Source: an optimization exercise on an open RTL-to-GDS flow (aim: small area, a short achievable clock period and few clock cycles per item). Production flows keep margins and buffers that such runs may drop. The RTL was checked by simulation tests, not by an equivalence proof against the original design. No activity file was given, so power comes from the tool's default toggle rates. The flow treats the clock pin as an ideal source, which a real chip does not have.

run A:
==> flow/design.v (excerpt) <==
module rle_plane_enc (
    input  wire       clk,
    input  wire       rst,
    input  wire       in_valid,
    output reg        in_ready,
    input  wire [7:0] in_data,
    input  wire       in_last,
    output reg        out_valid,
    input  wire       out_ready,
    output reg  [7:0] out_data,
    output reg        out_last
);
    localparam integer N  = 128;    
    localparam integer PW = 7;      
    localparam integer M  = 4;      
    localparam [1:0] K_RUN = 2'd0, K_SOS = 2'd1, K_NEXT = 2'd2;
    reg [7:0] wd0, wd1, wd2, wd3, wd4;
    reg       wl0, wl1, wl2, wl3, wl4;
    reg       we0, we1, we2, we3, we4;
    reg [4:0] wv;                
    reg [7:0] lastb;             
    wire acc = in_valid && in_ready;
    wire in_eq = (in_data == lastb);
    reg [6:0] scnt;       
    reg       sc0, sc124, sc125, sc126, sc127;    
    reg       srun;       
    reg [6:0] lcnt;       
    reg       lc0, lc127, lge2;                   
    reg       lone;       
    reg       cont;       
    localparam integer FD = 3;
    reg [8:0] hq [0:FD-1];
    reg [1:0] hq_wp, hq_rp;
    reg [FD-1:0] hq_t;           
    wire hq_full  = hq_t[FD-1];
    wire hq_empty = !hq_t[0];
    localparam integer CD = 8;
    reg [1:0] cq [0:CD-1];       
    reg [2:0] cq_wp, cq_rp;
    reg [CD-1:0] cq_t;           
    wire cq_full  = cq_t[CD-1];
    wire cq_empty = !cq_t[0];
    reg [9:0] rq0, rq1;          
    reg [1:0]  rq_t;             
    wire       rq_room = !rq_t[1];
    reg [9*N-1:0]  ring;        
    reg [PW-1:0]   ptr;         
    reg [PW-1:0]   dy;          
    reg [M-1:0]    dyo;         
    reg            pey;         
    reg            fa;          
    reg            clr;         
    wire       tap_tag = ring[9*N-1];
    wire [7:0] tap_dat = ring[9*N-2 -: 8];
    wire       n2_live = ring[9*(N-1)-1];
    reg [7:0] lrem;       
    reg       lz, l1;     
    reg       shortf;     
    reg       vdone;      
    reg       rb;         
    reg       eopc;       
    localparam integer OQ = 1;
    reg [8:0] oq [0:OQ-1];
    reg [0:0] oq_wp, oq_rp;
    reg [1:0] oq_n;
    reg       can_out;    
    reg  e_ok;            
    wire eq01 = we1;
    wire eq02 = we1 && we2;
    wire eq03 = we1 && we2 && we3;
    wire new_str = sc0 || !we0 || sc127;
  ...
export LEC_CHECK = 0
export CAP_MARGIN = 20
export CORE_MARGIN = 2
export CORE_UTILIZATION = 60
export SLEW_MARGIN = 20
create_clock -name core_clock -period 10.0 [get_ports {clk}]
standard.sh (not shown) runs the stock make flow with config.mk's settings and CLKGATE_MAP_FILE= SYNTH_SCRIPT=/design/flow/synth_recipe.tcl, a recipe that flattens the netlist after the stock synthesis.
==> flow/flow/run.sh <==
#!/bin/bash
# Standard ORFS layout (the standard.sh, standard synthesis unchanged),
# with timing repair aiming for 7 ns of setup slack at the 10 ns clock and
# clock tree synthesis with larger sink clusters and no dummy loads.
set -euo pipefail
bash standard.sh SETUP_SLACK_MARGIN=7 \
  "CTS_ARGS=-sink_clustering_enable -repair_clock_nets -dont_use_dummy_load -sink_clustering_size 30 -sink_clustering_max_diameter 120 -buf_list sky130_fd_sc_hd__clkbuf_16" \
  finish > flow.log 2>&1
Testbench counts of run A, summed over its fixed seeds: cycles 56,669, bytes 55,362.
Here is what was changed in the inputs of run B compared with run A.
==> flow/flow/run.sh <==
#!/bin/bash
# Standard ORFS layout (the standard.sh, standard synthesis unchanged),
# with timing repair aiming for 6.9 ns of setup slack at the 10 ns clock and
# clock tree synthesis with larger sink clusters and no dummy loads.
set -euo pipefail
bash standard.sh SETUP_SLACK_MARGIN=6.9 \
  "CTS_ARGS=-sink_clustering_enable -repair_clock_nets -dont_use_dummy_load -sink_clustering_size 35 -sink_clustering_max_diameter 80 -buf_list sky130_fd_sc_hd__clkbuf_16" \
  finish > flow.log 2>&1
==> summary.txt <==
Non-clock buffer count in the final layout, run B and run A: smaller value in run B. Final core utilization in run B vs run A: down 0.71 points. Max cell area after layout across run B and run A: run A. Comparing run B and run A, the lower worst path setup slack after routing was measured on run A.
Edits applied to the flow inputs when going from run B to run C:
Settings: ABC_AREA now 1, previously not set.
--- a/flow/flow/run.sh
+++ b/flow/flow/run.sh
@@ -5,4 +5,4 @@
 set -euo pipefail
 bash standard.sh SETUP_SLACK_MARGIN=6.9 \
-  "CTS_ARGS=-sink_clustering_enable -repair_clock_nets -dont_use_dummy_load -sink_clustering_size 35 -sink_clustering_max_diameter 80 -buf_list sky130_fd_sc_hd__clkbuf_16" \
+  "CTS_ARGS=-sink_clustering_enable -repair_clock_nets -dont_use_dummy_load -sink_clustering_size 30 -sink_clustering_max_diameter 80 -buf_list sky130_fd_sc_hd__clkbuf_16" \
   finish > flow.log 2>&1
## What came out
Run C ended with every stage complete and zero timing, DRC or antenna violations.
Run C falls short of run B in achievable clock frequency.
Flip-flop and latch share of the layout cell area ends up higher on run C.
Overall power after layout: run C > run B
In the reports for run C and run B, the smaller design area belongs to run C.
Compare run C and run B | routed wire length on met3 lower: run C
Setup changes, run C to run D
Settings: ABC_AREA no longer set, was 1.
--- a/flow/flow/run.sh
+++ b/flow/flow/run.sh
@@ -5,4 +5,4 @@
 set -euo pipefail
 bash standard.sh SETUP_SLACK_MARGIN=6.9 \
-  "CTS_ARGS=-sink_clustering_enable -repair_clock_nets -dont_use_dummy_load -sink_clustering_size 30 -sink_clustering_max_diameter 80 -buf_list sky130_fd_sc_hd__clkbuf_16" \
+  "CTS_ARGS=-sink_clustering_enable -repair_clock_nets -dont_use_dummy_load -sink_clustering_size 30 -sink_clustering_max_diameter 120 -sink_clustering_levels 1 -buf_list sky130_fd_sc_hd__clkbuf_16" \
   finish > flow.log 2>&1
Notes after the runs:
- Summary of run D over run C: share of power burned in registers now smaller, routed via count now smaller, footprint of the multi-input gates now larger.
- In terms of switching part of the total power, run D and run C differ only marginally.
- Of the two values seen for worst setup path endpoint, out_data[7] was produced by run C and out_data[6] by run D.
- Against run C, run D comes in 0.49 points lower on synthesized-area fraction occupied by ao, oa, aoi and oai cells.
- Routed wire in run D totals less than in run C.
- Compared with run C, run D shows maximum clock rate higher by about 1.6%.
- Per the final summary, run D finished and its layout is clean on timing, DRC and antenna.
- Run D ends up with lower portion of the clock cycle consumed by the worst path in the final layout than run C does.
- Of the two candidates, run C has the better final instance area and run D the worse one.

[separate check: timing with driven ports]
The flow's constraints put no driver on any port. The routed layouts listed below were extracted and timed again, unchanged, in two steps.
Step 1 sets driving cells, clkbuf_16 on the clock port and buf_2 on the other inputs (assumed; they add their load-dependent delay and slew).
Step 2 moves the port delays by t, midway between the first and last clock arrival at a register: inputs arrive t later, outputs are due t later. That takes back most of the time a late clock gives input paths.
Three values: ideal, step 1, step 2; two values: the first two.
run | t (ns) | slack for setup (ns) | hold slack, ns | worst register clock-pin slew, ns | cell pins on the clock port's net
run A | 0.653 | 6.882 / 6.825 / 6.423 | 0.307 / 0.307 / 0.307 | 0.11 / 0.11 | 1
run B | 0.649 | 6.931 / 6.873 / 6.332 | 0.304 / 0.304 / 0.304 | 0.12 / 0.12 | 1
run C | 0.651 | 6.840 / 6.784 / 6.335 | 0.310 / 0.310 / 0.310 | 0.11 / 0.11 | 1
run D | 0.647 | 6.889 / 6.830 / 6.417 | 0.324 / 0.324 / 0.324 | 0.12 / 0.12 | 1
After both steps setup and hold are still met in every run listed. The setup slack of run B, which loses most, moves by -0.058 ns with the drivers and by -0.599 ns with both steps.
